Source: an optimization exercise on an open RTL-to-GDS flow (aim: a short achievable clock period and few clock cycles per item). Production flows keep margins and buffers that such runs may drop. The RTL was checked by simulation tests, not by an equivalence proof against the original design. Power figures rest on the tool's default switching activity, not on a simulated workload.

<file path="design/flow/design.v">
module yay0_dec (
    input  wire        clk,
    input  wire        rst,         
    input  wire        start,       
    input  wire [31:0] base,        
    input  wire [31:0] in_len,      
    input  wire [31:0] out_cap,     
    output wire        busy,
    output wire        done,        
    output wire [3:0]  err,         
    output wire [31:0] size,        
    output reg         in_re,
    output reg  [31:0] in_addr,
    input  wire [7:0]  in_rdata,
    output reg         out_we,
    output reg  [31:0] out_waddr,
    output reg  [7:0]  out_wdata,
    output reg         out_re,
    output reg  [31:0] out_raddr,
    input  wire [7:0]  out_rdata
);
    localparam [3:0] E_NONE   = 4'd0,
                     E_MAGIC  = 4'd1,
                     E_BOUNDS = 4'd4,
                     E_TRUNC  = 4'd5,
                     E_BADREF = 4'd8;
    localparam [2:0] P_IDLE = 3'd0,
                     P_HDR  = 3'd2,
                     P_EV1  = 3'd3,
                     P_RUN  = 3'd5,
                     P_FIN  = 3'd6;
    localparam KD = 8;      
    localparam PD = 4;      
    localparam CD = 2;      
    localparam [1:0] T_C = 2'd0, T_P = 2'd1, T_K = 2'd2;
    localparam [1:0] R_CWT = 2'd0, R_LIT = 2'd1, R_CPY = 2'd2;
    localparam [1:0] O_LIT = 2'd0, O_CPY = 2'd1, O_END = 2'd2;
    localparam [1:0] K_LIT = 2'd0, K_D1 = 2'd1, K_D2 = 2'd2, K_MEM = 2'd3;
    reg        busy_r, done_r;
    reg        idle_r;               
    reg [3:0]  err_r;
    reg [2:0]  ph;
    reg        start_q;
    reg [31:0] c_base, c_len, c_cap;
    reg [31:0] h_size;
    reg [31:0] size_o;
    reg        size_gt;              
    assign busy = busy_r;
    assign done = done_r;
    assign err  = err_r;
    assign size = size_o;
    reg [32:0] ca;                   
    reg [33:0] pa, ka;               
    reg        ce, pe, ke;           
    reg [3:0]  c_res, p_res, k_res;  
    reg [1:0]  i_tag;
    reg        i_ok;
    reg        r_v;                  
    reg [1:0]  r_tag;
    reg        r_ok;
    reg [23:0] c_asm;
    reg [1:0]  c_asm_n;
    reg [33*CD-1:0] cq;              
    reg [1:0]  cq_n;
    reg [7:0]  p_hi;
    reg        p_half;
    reg [17*PD-1:0] pq;              
    reg [2:0]  pq_n;
    reg [9*KD-1:0] kq;               
    reg [3:0]  kq_n;
    wire [32:0] cq0 = cq[32:0];
    wire [16:0] pq0 = pq[16:0];
    wire [8:0]  kq0 = kq[8:0];
    reg [1:0]  h_n;
    reg        h_magic_ok, h_t0, h_t3;
    reg [33:0] h_sum;                
    reg        ld_p, ld_k;
    reg [31:0] cw;
    reg        cw_t;
    reg [5:0]  cb;
    reg        cb_nz, cb_1;          
    reg [31:0] cw2;                  
    reg        cw2_t, cw2_v;
    reg        cq_ne, pq_ne, kq_ne;  
    localparam RW = 2 + 16 + 8 + 1 + 1 + 9;
    reg [2*RW-1:0] rq;
    reg [1:0]  rq_n;
    reg [22:0] rhm1;
    reg        pb;
    reg        rh_z, rh_1;           
    reg [8:0]  rl;                   
    reg        rem_z;                
    reg [11:0] ol;                   
    reg        obig;                 
    localparam QW = 2 + 8 + 9 + 12 + 4;
    reg [2*QW-1:0] dq;
    reg [1:0]  dq_n;
    reg        cv;
    reg [1:0]  ct;
    reg [7:0]  cbyte;
    reg [8:0]  ccnt;
    reg [11:0] cd;                   
    reg [1:0]  ckind;
    reg [3:0]  cerr;
    reg        clast;
    reg [31:0] wp;                   
    reg [19:0] wph_m1;               
    reg        rv, rend;
    reg [3:0]  rerr;
    reg [1:0]  rkind;
    reg [7:0]  rbyte;
    reg        mv, mend;
    reg [3:0]  merr;
    reg [1:0]  mkind;
    reg [7:0]  mbyte;
    reg [7:0]  l1, l2;               
    wire [QW-1:0] dq0 = dq[QW-1:0];
    wire [1:0]  dq0_t    = dq0[34:33];
    wire [7:0]  dq0_byte = dq0[32:25];
    wire [8:0]  dq0_n    = dq0[24:16];
    wire [11:0] dq0_d    = dq0[15:4];
    wire [3:0]  dq0_err  = dq0[3:0];
    wire w_take = (dq_n != 2'd0) && (!cv || clast);
    wire [RW-1:0] rq0 = rq[RW-1:0];
    wire [1:0]  r0_t    = rq0[36:35];
    wire [15:0] r0_pair = rq0[34:19];
    wire [7:0]  r0_byte = rq0[18:11];
    wire        r0_pt   = rq0[10];
    wire        r0_kt   = rq0[9];
    wire [8:0]  r0_n    = rq0[8:0];
    wire [11:0] r0_d    = r0_pair[11:0];
    wire h_fail = (ph == P_EV1) && (h_t0 || !h_magic_ok || h_t3 || size_gt);
    wire [3:0] h_code = h_t0 ? E_TRUNC : !h_magic_ok ? E_MAGIC : h_t3 ? E_TRUNC : E_BOUNDS;
    wire e_can  = (ph == P_RUN) && (dq_n != 2'd2);
    wire e_end0 = e_can && rem_z;
    wire e_take = e_can && !rem_z && (rq_n != 2'd0);
    wire [8:0]  e_n    = r0_n;          
    wire [9:0]  e_dlo  = {1'b0, rl} - {1'b0, e_n};
    wire        e_b    = e_dlo[9];
    wire        e_bnd  = rh_z && e_b;
    wire        e_bad  = !obig && (r0_d >= ol);
    wire [12:0] e_osum = {1'b0, ol} + {4'd0, e_n};
    wire        e_trunc = (r0_t == R_CWT) ||
                          ((r0_t == R_LIT) && r0_kt) ||
                          ((r0_t == R_CPY) && (r0_pt || (r0_pair[15:12] == 4'd0 && r0_kt)));
    wire        e_err  = e_trunc || ((r0_t == R_CPY) && (e_bad || e_bnd));
    wire [3:0]  e_code = e_trunc ? E_TRUNC : e_bad ? E_BADREF : E_BOUNDS;
    wire [1:0]  e_t    = (h_fail || e_end0 || e_err) ? O_END : (r0_t == R_LIT) ? O_LIT : O_CPY;
    wire [3:0]  e_ec   = h_fail ? h_code : e_end0 ? E_NONE : e_code;
    wire e_push = e_end0 || e_take || h_fail;
    wire [QW-1:0] q_ent = {e_t, r0_byte, r0_n, r0_d, e_ec};
    wire d_space  = (rq_n != 2'd2);
    wire d_on     = (ph == P_RUN) && cb_nz && d_space;
    wire pf0      = (pq0[15:12] == 4'd0);
    wire d_cwt    = d_on && cw_t;
    wire d_lit    = d_on && !cw_t && cw[31] && kq_ne;
    wire d_cpy    = d_on && !cw_t && !cw[31] && pq_ne && (!pf0 || kq_ne);
    wire d_fire   = d_cwt || d_lit || d_cpy;
    wire c_mv     = (ph == P_RUN) && cq_ne && !cw2_v;
    wire d_load   = (ph == P_RUN) && cw2_v && (!cb_nz || (cb_1 && d_fire));
    wire h_take   = (ph == P_HDR) && cq_ne;
    wire [8:0] d_n = cw[31] ? 9'd1 : pf0 ? {1'b0, kq0[7:0]} + 9'd18 : {5'd0, pq0[15:12]} + 9'd2;
    wire [RW-1:0] d_ent = {d_cwt ? R_CWT : d_lit ? R_LIT : R_CPY,
                           pq0[15:0], kq0[7:0], pq0[16], kq0[8], d_n};
    wire pop_c = c_mv || h_take;
    wire pop_p = d_cpy;
    wire pop_k = d_lit || (d_cpy && pf0);
    wire want_c = ce && (c_res < 4'd8);
    wire want_p = pe && (p_res < 2 * PD);
    wire want_k = ke && (k_res < KD);
    wire urg_c  = want_c && (!ke || (c_res < 4'd4));
    wire iss_c  = urg_c || (want_c && !want_k && !want_p);
    wire iss_k  = !urg_c && want_k && (!want_p || (k_res <= p_res));
    wire iss_p  = !urg_c && !iss_k && want_p;
    wire c_ok   = ({1'b0, ca} < {2'b00, c_len});
    wire p_ok   = (pa < {2'b00, c_len});
    wire k_ok   = (ka < {2'b00, c_len});
    wire push_c = r_v && (r_tag == T_C) && (c_asm_n == 2'd3);
    wire push_p = r_v && (r_tag == T_P) && p_half;
    wire push_k = r_v && (r_tag == T_K);
    wire       w_en  = mv && !mend;
    wire [7:0] w_val = (mkind == K_LIT) ? mbyte :
                       (mkind == K_D1)  ? l1 :
                       (mkind == K_D2)  ? l2 : out_rdata;
    wire [12:0] src_lo = {1'b0, wp[11:0]} + {1'b1, ~cd};    
    wire        src_b  = src_lo[12];
    wire [32:0] ca_inc = ca + 33'd1;
    wire [33:0] ka_inc = ka + 34'd1;
    wire [33:0] pa_inc = pa + 34'd1;
    integer i;
    always @(posedge clk) begin
        if (idle_r) begin
            c_base <= base;
            c_len  <= in_len;
            c_cap  <= out_cap;
        end
        in_re <= iss_c || iss_k || iss_p;
        in_addr <= iss_k ? ka[31:0] : iss_p ? pa[31:0] : ca[31:0];
        i_tag   <= iss_k ? T_K : iss_p ? T_P : T_C;
        i_ok    <= iss_k ? k_ok : iss_p ? p_ok : c_ok;
        ca <= (ca_inc & {33{iss_c}}) | (ca & {33{!iss_c}});
        ka <= (ka_inc & {34{iss_k}}) | (ka & {34{!iss_k}});
        pa <= (pa_inc & {34{iss_p}}) | (pa & {34{!iss_p}});
        if (idle_r) ca <= {1'b0, base} + 33'd1;
        r_v   <= in_re;
        r_tag <= i_tag;
        r_ok  <= i_ok;
        c_res <= pop_c ? (iss_c ? c_res - 4'd3 : c_res - 4'd4) : (iss_c ? c_res + 4'd1 : c_res);
        p_res <= pop_p ? (iss_p ? p_res - 4'd1 : p_res - 4'd2) : (iss_p ? p_res + 4'd1 : p_res);
        k_res <= (pop_k == iss_k) ? k_res : pop_k ? k_res - 4'd1 : k_res + 4'd1;
        if (r_v && r_tag == T_C) begin
            c_asm   <= {c_asm[15:0], in_rdata};
            c_asm_n <= c_asm_n + 2'd1;
        end
        if (r_v && r_tag == T_P) begin
            p_hi   <= in_rdata;
            p_half <= !p_half;
        end
        for (i = 0; i < CD; i = i + 1) begin
            if (pop_c) begin
                if (push_c && i == cq_n - 1)
                    cq[33*i +: 33] <= {!r_ok, c_asm, in_rdata};
                else if (i < CD - 1)
                    cq[33*i +: 33] <= cq[33*(i+1) +: 33];
            end else if (push_c && i == cq_n)
                cq[33*i +: 33] <= {!r_ok, c_asm, in_rdata};
        end
        cq_n <= (pop_c == push_c) ? cq_n : pop_c ? cq_n - 2'd1 : cq_n + 2'd1;
        cq_ne <= push_c || (cq_n == 2'd2) || (cq_n == 2'd1 && !pop_c);
        for (i = 0; i < PD; i = i + 1) begin
            if (pop_p) begin
                if (push_p && i == pq_n - 1)
                    pq[17*i +: 17] <= {!r_ok, p_hi, in_rdata};
                else if (i < PD - 1)
                    pq[17*i +: 17] <= pq[17*(i+1) +: 17];
            end else if (push_p && i == pq_n)
                pq[17*i +: 17] <= {!r_ok, p_hi, in_rdata};
        end
        pq_n <= (pop_p == push_p) ? pq_n : pop_p ? pq_n - 3'd1 : pq_n + 3'd1;
        pq_ne <= push_p || (pq_n > 3'd1) || (pq_n == 3'd1 && !pop_p);
        for (i = 0; i < KD; i = i + 1) begin
            if (pop_k) begin
                if (push_k && i == kq_n - 1)
                    kq[9*i +: 9] <= {!r_ok, in_rdata};
                else if (i < KD - 1)
                    kq[9*i +: 9] <= kq[9*(i+1) +: 9];
            end else if (push_k && i == kq_n)
                kq[9*i +: 9] <= {!r_ok, in_rdata};
        end
        kq_n <= (pop_k == push_k) ? kq_n : pop_k ? kq_n - 4'd1 : kq_n + 4'd1;
        kq_ne <= push_k || (kq_n > 4'd1) || (kq_n == 4'd1 && !pop_k);
        pb   <= e_take && e_b;
        rhm1 <= rhm1 - {22'd0, pb};
        h_sum <= {2'b00, c_base} + {2'b00, cq0[31:0]};
        if (ld_p) begin
            pa   <= h_sum;
            pe   <= 1'b1;
            ld_p <= 1'b0;
        end
        if (ld_k) begin
            ka   <= h_sum;
            ke   <= 1'b1;
            ld_k <= 1'b0;
        end
        case (ph)
            P_HDR: begin
                if (h_take) begin
                    h_n <= h_n + 2'd1;
                    case (h_n)
                        2'd0: begin h_magic_ok <= (cq0[31:0] == 32'h59617930); h_t0 <= cq0[32]; end
                        2'd1: begin h_size <= cq0[31:0]; size_gt <= (cq0[31:0] > c_cap); end
                        2'd2: ld_p <= 1'b1;
                        default: begin
                            ld_k <= 1'b1;
                            h_t3 <= cq0[32];
                            ph   <= P_EV1;
                        end
                    endcase
                end
            end
            P_EV1: begin
                rl    <= h_size[8:0];
                pb    <= 1'b0;
                rhm1  <= h_size[31:9] - 23'd1;
                rh_z  <= (h_size[31:9] == 23'd0);
                rh_1  <= (h_size[31:9] == 23'd1);
                rem_z <= (h_size == 32'd0);
                ol    <= 12'd0;
                obig  <= 1'b0;
                cb    <= 6'd0;
                cb_nz <= 1'b0;
                cb_1  <= 1'b0;
                cw_t  <= 1'b0;
                cw2_v <= 1'b0;
                if (h_fail) begin
                    ce <= 1'b0; pe <= 1'b0; ke <= 1'b0;
                    ph <= P_FIN;
                end else begin
                    ph <= P_RUN;
                end
            end
            default: ;
        endcase
        if (c_mv) begin
            cw2   <= cq0[31:0];
            cw2_t <= cq0[32];
            cw2_v <= 1'b1;
        end else if (d_load) begin
            cw2_v <= 1'b0;
        end
        if (d_load) begin
            cw   <= cw2;
            cw_t <= cw2_t;
            cb   <= 6'd32;
            cb_nz <= 1'b1;
            cb_1  <= 1'b0;
        end else if (d_fire) begin
            cw <= {cw[30:0], 1'b0};
            cb <= cb - 6'd1;
            cb_nz <= !cb_1;
            cb_1  <= (cb == 6'd2);
        end
        if (e_take) begin
            if (d_fire && rq_n == 2'd1) rq[0 +: RW] <= d_ent;
            else rq[0 +: RW] <= rq[RW +: RW];
        end else if (d_fire) begin
            if (rq_n == 2'd0) rq[0 +: RW] <= d_ent;
            else rq[RW +: RW] <= d_ent;
        end
        rq_n <= rq_n + {1'b0, d_fire} - {1'b0, e_take};
        if (e_take) begin
            rl    <= e_dlo[8:0];
            if (e_b) begin
                rh_z <= rh_1;
                rh_1 <= pb ? (rhm1 == 23'd2) : (rhm1 == 23'd1);
            end
            rem_z <= (e_dlo[8:0] == 9'd0) && (e_b ? rh_1 : rh_z);
            ol    <= e_osum[11:0];
            obig  <= obig || e_osum[12];
        end
        if (e_push && (e_end0 || e_err)) begin
            ph <= P_FIN;
            ce <= 1'b0; pe <= 1'b0; ke <= 1'b0;
        end
        if (w_take) begin
            if (e_push && dq_n == 2'd1) dq[0 +: QW] <= q_ent;
            else dq[0 +: QW] <= dq[QW +: QW];
        end else if (e_push) begin
            if (dq_n == 2'd0) dq[0 +: QW] <= q_ent;
            else dq[QW +: QW] <= q_ent;
        end
        dq_n <= dq_n + {1'b0, e_push} - {1'b0, w_take};
        if (w_take) begin
            cv    <= 1'b1;
            ct    <= dq0_t;
            cbyte <= dq0_byte;
            ccnt  <= dq0_n;
            cd    <= dq0_d;
            ckind <= (dq0_d == 12'd0) ? K_D1 : (dq0_d == 12'd1) ? K_D2 : K_MEM;
            cerr  <= dq0_err;
            clast <= (dq0_t != O_CPY);
        end else if (cv) begin
            if (clast) cv <= 1'b0;
            ccnt  <= ccnt - 9'd1;
            clast <= (ccnt == 9'd2);
        end
        rv        <= cv;
        rend      <= (ct == O_END);
        rerr      <= cerr;
        rkind     <= (ct == O_LIT) ? K_LIT : ckind;
        rbyte     <= cbyte;
        out_re    <= cv && (ct == O_CPY) && (ckind == K_MEM);
        out_raddr <= {src_b ? wph_m1 : wp[31:12], src_lo[11:0]};
        if (cv && ct != O_END) begin
            wp <= wp + 32'd1;
            if (wp[11:0] == 12'hFFF) wph_m1 <= wp[31:12];
        end
        mv    <= rv;
        mend  <= rend;
        merr  <= rerr;
        mkind <= rkind;
        mbyte <= rbyte;
        out_we    <= w_en;
        out_waddr <= out_waddr + {31'd0, w_en};
        out_wdata <= w_val;
        if (w_en) begin
            l1 <= w_val;
            l2 <= l1;
        end
        size_o <= h_size;
        err_r  <= merr;
        done_r <= mv && mend;
        if (mv && mend) begin
            busy_r <= 1'b0;
            idle_r <= 1'b1;
        end
        start_q <= start && idle_r;
        if (start && idle_r) begin
            idle_r  <= 1'b0;
            in_re   <= 1'b1;
            in_addr <= base;
            i_tag   <= T_C;
            i_ok    <= 1'b1;
            busy_r  <= 1'b1;
            ph      <= P_HDR;
            ce      <= 1'b1;
            pe      <= 1'b0;
            ke      <= 1'b0;
            c_res   <= 4'd1;
            c_asm_n <= 2'd0;
            cq_n    <= 2'd0;
            cq_ne   <= 1'b0;
            h_n     <= 2'd0;
            ld_p    <= 1'b0;
            ld_k    <= 1'b0;
        end
        if (start_q) begin
            p_res <= 4'd0; k_res <= 4'd0;
            p_half  <= 1'b0;
            pq_n <= 3'd0; kq_n <= 4'd0;
            pq_ne <= 1'b0; kq_ne <= 1'b0;
            rq_n <= 2'd0;
            dq_n <= 2'd0;
            wp   <= 32'd0;
            wph_m1 <= 20'hFFFFF;
            out_waddr <= 32'hFFFFFFFF;
        end
        if (rst) begin
            ph      <= P_IDLE;
            start_q <= 1'b0;
            busy_r  <= 1'b0;
            idle_r  <= 1'b1;
            done_r  <= 1'b0;
            in_re   <= 1'b0;
            out_we  <= 1'b0;
            out_re  <= 1'b0;
            ce <= 1'b0; pe <= 1'b0; ke <= 1'b0;
            ld_p <= 1'b0; ld_k <= 1'b0;
            r_v  <= 1'b0;
            rq_n <= 2'd0;
            dq_n <= 2'd0;
            cv   <= 1'b0;
            rv   <= 1'b0;
            mv   <= 1'b0;
        end
    end
endmodule
</file>
<file path="design/flow/flow/run.sh">
#!/bin/bash
# The standard layout (standard.sh: the standard synthesis, floorplan,
# placement, CTS and routing, unchanged), with two repair settings changed:
#  - the I/O port buffers are inserted as buf_4 cells rather than the
#    resizer's default pick, a slow delay cell;
set -euo pipefail
export BUFFER_PORTS_ARGS="-buffer_cell sky130_fd_sc_hd__buf_4"
export SETUP_SLACK_MARGIN=5.4
bash standard.sh > standard.log 2>&1
</file>
<file path="design/flow/standard.sh">
#!/bin/bash
# synth_recipe.tcl (not shown) runs the flow's synth.tcl, then flattens the netlist and writes it again
# the make line also repeats each setting of config.mk as NAME=value (left out here)
make -C /OpenROAD-flow-scripts/flow DESIGN_CONFIG=/design/flow/config.mk WORK_HOME=/design/flow/orfs CLKGATE_MAP_FILE= SYNTH_SCRIPT=/design/flow/synth_recipe.tcl "${@:-finish}"
</file>
<file path="design/flow/config.mk">
export PLATFORM = sky130hd
export DESIGN_NAME = yay0_dec
export DESIGN_NICKNAME = yay0_dec
export VERILOG_FILES = /design/flow/design.v
export SDC_FILE = /design/flow/constraint.sdc
export NUM_CORES = 4
export LEC_CHECK = 0
export CAP_MARGIN = 20
export CORE_MARGIN = 2
export CORE_UTILIZATION = 60
export CTS_CLUSTER_DIAMETER = 100
export CTS_CLUSTER_SIZE = 20
export SLEW_MARGIN = 20
</file>
<file path="design/flow/constraint.sdc">
create_clock -name core_clock -period 8.0 [get_ports {clk}]
set_input_delay 1.6000 -clock core_clock [delete_from_list [all_inputs] [get_ports {clk}]]
set_output_delay 1.6000 -clock core_clock [all_outputs]
set_load 0.01 [all_outputs]
</file>
==> impl_metrics.toml, run 1 <==
[sta]
maxSlewHeadroom_pct = 36.7
setup_viol = 0
skew_ns = 0.0369
setup-tns-final_ns = 0
max_freq_ghz = 0.332
rsz0062_at_grt = "yes"
hold_viol = 0
finalCritPeriodShare_pct = 37.6
tightest_slew_ns = 0.949
fin_crit_ns = 3.01
slew_violations = 0

[synthesis]
muxShareOfSynthArea_pct = 6.19
syn_area_um2 = 49600
synthAdderAreaFrac_pct = 6.68
yosys.area_share.simple_pct = 12.1
synth_compound_area_share_pct = 7.66
synth_most_common_cell = "edfxtp_1"
yosys_warnings = 1
synth_seq_cells = 1100
synth-edff-count = 750
yosysTopAreaCell = "edfxtp_1"
synth_xor_area_share_pct = 5.46
synth-main-ff-cell = "edfxtp_1"
yosys-top-cells-count = "edfxtp_1, nand2_1, dfxtp_1"
ys_seq_area_share_pct = 59.6
synthArstFlopShare_pct = 0
syn-num-nets = 4447
synth_area_per_cell_um2 = 12.2
yosysUniqueCellTypes = 89
synth_top_family_by_area = "simple AND/OR/NAND/NOR gates"
synth_top_area_share_pct = 45.4
synth_cells = 4071
synth_area_leaders = "edfxtp_1, dfxtp_1, ha_1"

[critical_path]
crit_chain = "ha_1, a21oi_2, nand4b_1, a2111o_1, a211oi_4, a211oi_2, o31a_1, o41ai_2, xor2_1"
cp_num_buf_inv = 0
arrival_ns = 3.63
cp-start-kind = "register"
reg2reg_depth = 9
cp.depth = 9
crit_required_ns = 8.62
cpMaxStageDelayCell = "edfxtp_1"
cp_top_family = "compound AO/OA/AOI/OAI gates"
crit_path_max_incr_delay_ns = 0.53
endpoint_kind = "register"
ff2ff_setup_slack_ns = 4.99
path_max_fanout = 3
worst-setup-path-type = "reg -> reg"

[drt]
dr.pass1.iters = 5
drtIter0Drc = 3168
dr_total_vias = 33600
wl_um = 127000
wire_per_inst_um = 22.3
drtAntennaViolNets = 0
avgViaCountPerCell = 5.92
drc_errors = 0

[clock_network]
htreeDepth = 2
cts.sinks = 1100
cts_made_buffers = 61
root_buffer = "clkbuf_16"
clk_latency_ns = 0.69
cts_tree = "done"
cts.reportedPaths.clkPinSlew_ns = 0.09
clk_path_buf_depth = 3

[finish]
drive_gt1_share_pct = 26.4
diodes = 0
area_growth_pct = 20.0
nets = 4922
fillers = 5620

[placed_design]
port-buffer-count = 258
gp_congestion = 0.891
dp_hpwl_um = 81500

[die]
row_count = 105
die_y_um = 291
die_x_um = 291
start_util_pct = 60.5
ios = 260
core_area_um2 = 82000
die_area_um2 = 85000

[global_routing]
grt_pass1_wl_um = 186000
antenna_found_initial = 0
grt_pass1_vias = 31400
grt_usage_pct = 28.3
grt_max_degree = 107
grt_overflow_total = 0

[power_and_ir_drop]
max-vdd-ir-drop_mv = 0.257
total_power_mw = 13.1
powerDensity_nw_per_um2 = 220
p_leak_nw = 22.8

[worst_hold_path]
hold_path_class = "reg -> reg"
hold_depth = 0

[run]
cap_violations = 0

[status]
status = "no timing/DRC/antenna violations"
==> flip-flops by register name, summed over array words and instances (netlist names), 20 cells and up, named ones only <==
| register | count |
|---|---|
| kq | 72 |
| dq | 68 |
| c_len | 32 |
| pq | 68 |
| c_cap | 32 |
| h_sum | 33 |
| size_o | 32 |
| out_waddr | 32 |
| rhm1 | 23 |
| in_addr | 32 |
| rq | 74 |
| wph_m1 | 20 |
| out_raddr | 32 |
| wp | 32 |
| cq | 66 |
| cw2 | 32 |
| h_size | 32 |
| cw | 32 |
| c_base | 32 |
| c_asm | 24 |
==> final cells by class <==
class / count / area (um^2) / area share [%]
clock buffer: 109 / 1710 / 2.87
clock inverter: 5 / 96.3 / 0.162
inverter: 162 / 642 / 1.08
multi-input combinational: 2701 / 20800 / 34.9
sequential: 1100 / 29800 / 50.0
tap: 1070 / 1340 / 2.25
timing repair buffer: 519 / 5180 / 8.71
timing repair inverter: 1 / 5.00 / 0.00841
==> where the power goes <==
group	internal, mW	switching [mW]	leakage (nW)
logic	1.26	1.33	12.1
clock network	1.48	1.82	0.857
registers	6.75	0.437	9.82
==> per-stage QoR <==
step	hold WS (ns)	worst slack, ns	utilization (%)	cell area, um^2	instances
after floorplan	0.310	4.94	-	50100	4071
after global placement	0.311	4.26	64.6	52900	5291
after detailed placement	0.312	4.26	64.6	52900	5292
after CTS	0.326	4.94	70.2	57500	5548
after global routing	0.332	4.86	72.6	59500	5667
final	0.328	4.99	72.6	59500	5667
==> final timing paths <==
check / from / endpoint
setup / recovery: cq[1]$_DFFE_PP_ / h_sum[31]$_DFF_P_
hold / removal: merr[2]$_DFF_P_ / err_r[2]$_DFF_P_
hold reg to reg: merr[2]$_DFF_P_ / err_r[2]$_DFF_P_
setup reg to reg: cq[1]$_DFFE_PP_ / h_sum[31]$_DFF_P_
==> cells in the final DEF (no fill, tap or decap), drive strengths merged, types with 16 or more instances in the layout <==
cell	count
and3	50
o211ai	16
nor2b	38
dfxtp	350
or2	18
a22o	28
nor4	25
and2	19
xnor2	168
nand2	487
ha	256
nand3b	24
mux2	219
o31ai	46
xor2	140
nand4	63
nand3	107
a31oi	32
and4	16
nand2b	54
a21oi	137
inv	164
a21o	58
nor2	226
buf	508
nor3	66
o21ai	191
a211oi	20
edfxtp	750
clkbuf	117
mux2i	40
o21a	20
==> routing by layer <==
metal	global-route usage, %	vias up	share of wire [%]
met2	44.9	1268	47
met4	6.24	0	2.3
li1	-	15700	-
met5	0	-	0
met3	3.83	163	7.8
met1	41.7	16400	43
==> cell families (layout without fill, tap and decap cells) <==
group | Yosys count | count (layout)
AOI/OAI and AO/OA | 595 | 610
xor gates and xnor gates | 308 | 308
adders and majority gates | 262 | 262
buffers and inverters | 295 | 796
DFF | 1100 | 1100
muxes | 268 | 268
other | 1 | 1
and+or+nand+nor | 1242 | 1252
==> what timing repair did <==
action                     in CTS  in global routing
resized for setup             438                215
buffers inserted              124                 93
pin swaps                      57                 77
gates cloned                   18                 25
setup endpoints to repair    1108                785
hold buffers                    0                  0
Testbench counts, summed over its fixed seeds: cycles 236,650, bytes 233,110.
==> run 2, diff against run 1 <==
--- a/design/flow/design.v
+++ b/design/flow/design.v
@@ -74,6 +74,8 @@
     reg [1:0]  h_n;
     reg        h_magic_ok, h_t0, h_t3;
+    reg [31:0] h_w;                  
     reg [33:0] h_sum;                
-    reg        ld_p, ld_k;
+    reg        ld_p1, ld_k1, ld_s;   
+    reg        ld_p, ld_k;           
     reg [31:0] cw;
     reg        cw_t;
@@ -252,14 +254,19 @@
         pb   <= e_take && e_b;
         rhm1 <= rhm1 - {22'd0, pb};
-        h_sum <= {2'b00, c_base} + {2'b00, cq0[31:0]};
+        h_w   <= cq0[31:0];
+        h_sum <= {2'b00, c_base} + {2'b00, h_w};
+        ld_p  <= ld_p1;
+        ld_k  <= ld_k1;
+        ld_p1 <= 1'b0;
+        ld_k1 <= 1'b0;
+        ld_s  <= 1'b0;
+        if (ld_s) size_gt <= (h_w > c_cap);
         if (ld_p) begin
             pa   <= h_sum;
             pe   <= 1'b1;
-            ld_p <= 1'b0;
         end
-        if (ld_k) begin
+        if (ld_k && ph != P_FIN) begin
             ka   <= h_sum;
             ke   <= 1'b1;
-            ld_k <= 1'b0;
         end
         case (ph)
@@ -269,8 +276,8 @@
                     case (h_n)
                         2'd0: begin h_magic_ok <= (cq0[31:0] == 32'h59617930); h_t0 <= cq0[32]; end
-                        2'd1: begin h_size <= cq0[31:0]; size_gt <= (cq0[31:0] > c_cap); end
-                        2'd2: ld_p <= 1'b1;
+                        2'd1: begin h_size <= cq0[31:0]; ld_s <= 1'b1; end
+                        2'd2: ld_p1 <= 1'b1;
                         default: begin
-                            ld_k <= 1'b1;
+                            ld_k1 <= 1'b1;
                             h_t3 <= cq0[32];
                             ph   <= P_EV1;
@@ -414,4 +421,6 @@
             ld_p    <= 1'b0;
             ld_k    <= 1'b0;
+            ld_p1   <= 1'b0;
+            ld_k1   <= 1'b0;
         end
         if (start_q) begin
@@ -436,5 +445,5 @@
             out_re  <= 1'b0;
             ce <= 1'b0; pe <= 1'b0; ke <= 1'b0;
-            ld_p <= 1'b0; ld_k <= 1'b0;
+            ld_p <= 1'b0; ld_k <= 1'b0; ld_p1 <= 1'b0; ld_k1 <= 1'b0;
             r_v  <= 1'b0;
             rq_n <= 2'd0;
==> run 2 against run 1 <==
Still clean on timing, DRC and antenna. Wire length is 1.7% higher. Clock power is 8.8% higher. Die area is 2.1% higher. Sequential share of layout area is 0.55 points higher. Clock skew is 0.012 ns lower. Area after synthesis is 2.1% higher. Largest power group unchanged. Highest routed layer unchanged.
==> impl_metrics.toml, run 2 <==
[clock_network]
cts_made_buffers = 66
cts.reportedPaths.clkPinSlew_ns = 0.08
clk_latency_ns = 0.66
root_buffer = "clkbuf_16"
htreeDepth = 3
cts_tree = "done"
cts.sinks = 1135
clk_path_buf_depth = 3

[synthesis]
yosysTopAreaCell = "edfxtp_1"
muxShareOfSynthArea_pct = 6.01
synth_xor_area_share_pct = 5.12
yosysUniqueCellTypes = 92
yosys_warnings = 1
yosys-top-cells-count = "edfxtp_1, nand2_1, dfxtp_1"
synth-main-ff-cell = "edfxtp_1"
synth_cells = 4140
synth_most_common_cell = "edfxtp_1"
synthArstFlopShare_pct = 0
syn-num-nets = 4516
synth_top_area_share_pct = 44.5
synthAdderAreaFrac_pct = 6.54
synth-edff-count = 750
yosys.area_share.simple_pct = 11.7
synth_area_leaders = "edfxtp_1, dfxtp_1, ha_1"
syn_area_um2 = 50600
synth_area_per_cell_um2 = 12.2
synth_compound_area_share_pct = 8.34
synth_top_family_by_area = "simple AND/OR/NAND/NOR gates"
ys_seq_area_share_pct = 59.7
synth_seq_cells = 1135

[finish]
drive_gt1_share_pct = 26.4
final_cells = 5712
max_flop_register = "rq"
multiInputGateArea_um2 = 21000
area_growth_pct = 19.0
largest_reg_flops = 74
regArea_um2 = 30500
layout_common_cells = "edfxtp_1, nand2_1, buf_4"
fillers = 5842
final_common_cell = "edfxtp_1"
nets = 4955
reg.largest.list = "rq (74), kq (72)"

[placed_design]
dp_hpwl_um = 84400
gp_congestion = 0.899
port-buffer-count = 258
placed_cells = 5368

[run]
cap_violations = 0

[power_and_ir_drop]
p_int_mw = 9.68
powerDensity_nw_per_um2 = 221
power_frac_clock_pct = 27.0
switching_share_pct = 27.2
p_leak_nw = 23.3
p_comb_share_pct = 18.0
power_frac_seq_pct = 55.0
switching_power_mw = 3.61
max-vdd-ir-drop_mv = 0.235

[critical_path]
worst-setup-path-type = "reg -> reg"
path_max_fanout = 5
endpoint_kind = "register"
crit_required_ns = 8.53
cp-start-kind = "register"
arrival_ns = 3.30

[global_routing]
grt_overflow_total = 0
grt_pass1_vias = 32100
grt_pass1_wl_um = 191000
antenna_found_initial = 3
grt_max_degree = 85
grt_usage_pct = 28.7

[sta]
max_freq_ghz = 0.361
maxSlewHeadroom_pct = 25.0
fin_crit_ns = 2.77
setup-tns-final_ns = 0
finalCritPeriodShare_pct = 34.6
hold_viol = 0
tightest_slew_ns = 1.12
setup_viol = 0
rsz0062_at_grt = "yes"
skew_ns = 0.0245
slew_violations = 0

[die]
start_util_pct = 60.6
core_area_um2 = 83600
die_area_um2 = 86700
die_x_um = 295
row_count = 106
die_y_um = 295
ios = 260

[drt]
drtAntennaViolNets = 0
drtIter0Drc = 2853
drc_errors = 0
wire_per_inst_um = 22.5
dr.pass1.iters = 8
avgViaCountPerCell = 5.91
wl_um = 129000
dr_total_vias = 33700

[worst_hold_path]
hold_path_class = "reg -> reg"

[status]
status = "no timing/DRC/antenna violations"
## run 2: repair_timing
| item | in CTS | in global routing |
|---|---|---|
| buffers inserted | 116 | 69 |
| hold buffers | 0 | 0 |
| pin swaps | 63 | 78 |
| endpoints found under the setup margin | 1028 | 800 |
| gates cloned | 20 | 18 |
| gates resized for setup | 450 | 192 |
## run 2: path summary, 6_finish.rpt
check,start,slack [ns],cells after the start,end
max,cd[0]$_DFFE_PP_,5.23,13,out_raddr[22]$_DFF_P_
min,merr[3]$_DFF_P_,0.32,0,err_r[3]$_DFF_P_
max reg2reg,cd[0]$_DFFE_PP_,5.23,13,out_raddr[22]$_DFF_P_
min reg2reg,merr[3]$_DFF_P_,0.32,0,err_r[3]$_DFF_P_
## run 2: metrics by stage
step | instance area [um^2] | util (%) | worst slack (ns) | hold WS (ns) | power (mW)
4_1_cts | 58700 | 70.3 | 5.21 | 0.329 | 13.2
2_1_floorplan | 51100 | - | 4.81 | 0.310 | 8.53
6_report | 60300 | 72.1 | 5.23 | 0.323 | 13.3
3_3_place_gp | 54000 | 64.6 | 4.21 | 0.310 | 9.27
3_5_place_dp | 54000 | 64.6 | 4.10 | 0.312 | 9.31
5_1_grt | 60300 | 72.1 | 5.13 | 0.336 | 13.8
## run 2: logic make-up (layout without fill, tap and decap cells)
logic type | Yosys count | after routing
XOR/XNOR | 296 | 296
buffers and inverters | 322 | 790
AND/OR/NAND/NOR | 1212 | 1221
adder cells (fa/ha/maj) | 262 | 262
multiplexers | 266 | 266
other | 1 | 2
flip-flops | 1135 | 1135
AO/OA/AOI/OAI | 646 | 660
## run 2: cell type report
type / count / area share [%]
Antenna cell: 1 / 0.00415
Clock buffer: 113 / 3.07
Clock inverter: 7 / 0.286
Inverter: 186 / 1.20
Multi-Input combinational cell: 2706 / 34.8
Sequential cell: 1135 / 50.6
Tap cell: 1080 / 2.24
Timing Repair Buffer: 483 / 7.84
Timing Repair inverter: 1 / 0.00830
## run 2: critical path, cell delays in order, from the launching register on
cell and delay, ns:
edfxtp_1 0.32, inv_1 0.04, ha_2 0.19, fa_2 0.34, a21o_1 0.18, a21oi_2 0.14
nor2b_1 0.07, o21a_1 0.20, o311a_4 0.34, nor2_4 0.12, a21oi_4 0.12, buf_12 0.16
buf_16 0.13, mux2_4 0.29
## run 2: power by group through the flow
stage	Clock, mW	Sequential (mW)	Combinational [mW]
after floorplan	0	7.32	1.21
after CTS	3.65	7.31	2.28
final	3.59	7.32	2.39
after global placement	0	7.41	1.86
after global routing	3.85	7.37	2.62
after detailed placement	0	7.41	1.90
## run 2: metal layers
| layer | vias to the layer above | GRT usage, % | wire length [um] |
|---|---|---|---|
| met1 | 16600 | 40.2 | 55400 |
| met2 | 1024 | 47.7 | 62300 |
| li1 | 15900 | - | - |
| met3 | 202 | 3.30 | 7240 |
| met5 | - | 0 | 0 |
| met4 | 0 | 7.62 | 3730 |
Testbench counts of run 2, summed over its fixed seeds: cycles 236,658, bytes 233,110.
==> run 3, diff against run 2 <==
--- a/design/flow/flow/run.sh
+++ b/design/flow/flow/run.sh
@@ -6,4 +6,4 @@
 set -euo pipefail
 export BUFFER_PORTS_ARGS="-buffer_cell sky130_fd_sc_hd__buf_4"
-export SETUP_SLACK_MARGIN=5.4
+export SETUP_SLACK_MARGIN=5.6
 bash standard.sh > standard.log 2>&1
==> run 3 against run 2 <==
Largest cell class unchanged. Maximum frequency increased by 0.35%. Sequential share of layout area decreased by 2.6 points. Wire length increased by 7.2%. Flip-flop and latch count unchanged. Area after synthesis unchanged. Sequential power about the same. Still clean. Critical endpoint is now in_addr[1]. Core utilization increased by 3.9 points.
==> impl_metrics.toml, run 3 <==
[die]
row_count = 106
start_util_pct = 60.6
die_y_um = 295
die_area_um2 = 86700
die_x_um = 295
core_area_um2 = 83600
ios = 260

[sta]
fin_crit_ns = 2.76
skew_ns = 0.0315
hold_viol = 0
rsz0062_at_grt = "yes"
setup-tns-final_ns = 0
max_freq_ghz = 0.362
tightest_slew_ns = 1.08
finalCritPeriodShare_pct = 34.5
maxSlewHeadroom_pct = 27.6
timing.hold.ws_ns = 0.327
slew_violations = 0
setup_viol = 0

[global_routing]
top_usage_layer = "met2"
grt_pass1_vias = 32900
grt_usage_pct = 29.8
met2_usage_pct = 49.2
grt_overflow_total = 0
antenna_found_initial = 2
grt_max_degree = 87
global_route.usage.met1_pct = 41.6
grt_pass1_wl_um = 198000
use_met3_pct = 3.48

[finish]
final_common_cell = "edfxtp_1"
fillers = 5345
reg.largest.list = "rq (74), kq (72)"
area_growth_pct = 25.4
largest_reg_flops = 74
max_flop_register = "rq"
final_area_um2 = 63500
drive_gt1_share_pct = 32.9
final_cells = 5860
nets = 5103
layout_common_cells = "edfxtp_1, nand2_1, buf_4"

[critical_path]
crit_path_max_incr_delay_ns = 0.39
crit_required_ns = 6.40
reg2reg_to = "k_res[3]$_SDFFE_PP0P_"
reg2reg_depth = 11
path_max_fanout = 1
cp-start-kind = "register"
reg2reg_from = "pq[15]$_DFFE_PP_"
arrival_ns = 1.16
cpMaxStageDelayCell = "dfxtp_4"
worst-setup-path-type = "reg -> out"
crit_chain = "buf_6"
ff2ff_setup_slack_ns = 5.33
endpoint_kind = "output port"
cp_top_family = "flip-flops"
cp_num_buf_inv = 1

[drt]
dr_total_vias = 35200
drtIter0Drc = 2951
dr.pass1.iters = 7
wl_um = 138000
drc_errors = 0
drtAntennaViolNets = 0
avgViaCountPerCell = 6.01
wire_per_inst_um = 23.5

[clock_network]
cts.reportedPaths.clkPinSlew_ns = 0.09
cts.sinks = 1135
cts_tree = "done"
clk_path_buf_depth = 3
holdBufCountCts = 0
clk_latency_ns = 0.66
cts_made_buffers = 66
htreeDepth = 3
root_buffer = "clkbuf_16"

[synthesis]
synth_most_common_cell = "edfxtp_1"
yosys-top-cells-count = "edfxtp_1, nand2_1, dfxtp_1"
yosysUniqueCellTypes = 92
synth-edff-count = 750
ys_seq_area_share_pct = 59.7
synthArstFlopShare_pct = 0
synth_cells = 4140
syn_area_um2 = 50600
synth_area_leaders = "edfxtp_1, dfxtp_1, ha_1"
yosys_warnings = 1
synth_area_per_cell_um2 = 12.2
yosysTopAreaCell = "edfxtp_1"
synth_seq_cells = 1135
synth_top_area_share_pct = 44.5
synth-main-ff-cell = "edfxtp_1"
syn-num-nets = 4516

[placed_design]
post_dp_cell_area_um2 = 54300
dp_hpwl_um = 84600
gp_congestion = 0.911
port-buffer-count = 258
placed_cells = 5364

[worst_hold_path]
whs_endpoint = "err_r[3]$_DFF_P_"
hold_path_class = "reg -> reg"
hold_depth = 0
min_from = "merr[3]$_DFF_P_"

[power_and_ir_drop]
max-vdd-ir-drop_mv = 0.236
powerDensity_nw_per_um2 = 212
p_leak_nw = 24.6

[run]
cap_violations = 0

[status]
status = "no timing/DRC/antenna violations"
run 3: what timing repair did:
action / 4_1_cts / 5_1_grt
gates resized for setup: 576 / 445
gates cloned: 34 / 31
setup endpoints to repair: 1094 / 922
buffers inserted: 190 / 120
pin swaps: 139 / 196
hold endpoints to repair: 0 / 0
run 3: per-stage QoR:
stage          power, mW  utilization [%]  setup WS, ns
2_1_floorplan       8.57                -          4.81
3_3_place_gp        9.32             65.0          4.21
3_5_place_dp        9.36             65.0          4.16
4_1_cts             13.3             72.2          5.23
5_1_grt             14.0             76.0          5.21
6_report            13.5             76.0          5.24
run 3: logic make-up (layout without fill, tap and decap cells):
family,Yosys count,in the layout,share of synthesized area [%]
adder cells (fa/ha/maj),262,262,6.54
multiplexers,266,266,6.01
AND/OR/NAND/NOR,1212,1238,11.7
other,1,2,0.00741
buffers and inverters,322,918,2.55
XOR/XNOR,296,296,5.12
flip-flops,1135,1135,59.7
AO/OA/AOI/OAI,646,663,8.34
run 3: worst max path at each step:
stage                              from               endpoint  slack (ns)  cells after the start
floorplan                       base[0]               register        4.81                      9
global placement       pq[13]$_DFFE_PP_  k_res[3]$_SDFFE_PP0P_        4.21                     11
detailed placement     pq[13]$_DFFE_PP_  k_res[3]$_SDFFE_PP0P_        4.16                     11
CTS                 busy_r$_SDFFE_PP0P_                   busy        5.23                      1
global route                   base[13]               register        5.21                      9
finish               in_addr[1]$_DFF_P_             in_addr[1]        5.24                      1
run 3: report_power, final:
group          total [mW]  leakage, nW  internal [mW]  switching (mW)
sequential           7.33         10.1           6.89           0.437
clock                3.56        0.931           1.61            1.96
combinational        2.58         13.6           1.25            1.32
run 3: area by class of cell:
class	instances	area (um^2)	share of cell area [%]
Timing Repair Buffer	611	6180	9.74
Sequential cell	1135	30500	48.0
Antenna cell	1	2.50	0.00394
Multi-Input combinational cell	2726	22800	35.9
Inverter	186	723	1.14
Clock buffer	112	1830	2.89
Clock inverter	8	125	0.197
Timing Repair inverter	1	5.00	0.00788
Tap cell	1080	1350	2.13
run 3: layer usage:
metal,part of all wire (%),routed length [um]
met2,48,66500
met3,7.1,9790
met5,0,0
met1,41,56900
met4,3.5,4790

## re-timing with driven ports
The flow's constraints put no driver on any port. The routed layouts listed below were extracted and timed again, unchanged, in two steps. Step 1 assumes that a clkbuf_16 drives the clock port and a buf_2 every other input. Step 2 times the ports against the registers' clock, not the clock port: input delays grow and output delays shrink by t, the midpoint of the rising clock arrivals with the driver on. Slacks: ideal / step 1 / step 2; pairs: ideal / step 1.
run | shift t [ns] | setup WS [ns] | worst setup path after step 2 | slew at the worst register clock pin (ns) | worst slew at a driven data input, ns
run 1 | 0.743 | 4.989 / 4.989 / 4.646 | input to register | 0.09 / 0.09 | 0.06
run 2 | 0.716 | 5.231 / 5.163 / 4.535 | input to register | 0.10 / 0.10 | 0.09
run 3 | 0.711 | 5.240 / 5.172 / 4.566 | input to register | 0.10 / 0.10 | 0.11
After both steps every run listed still meets setup and hold. For run 2, which loses most, drivers alone change the setup slack by -0.068 ns; drivers and shift together by -0.696 ns.
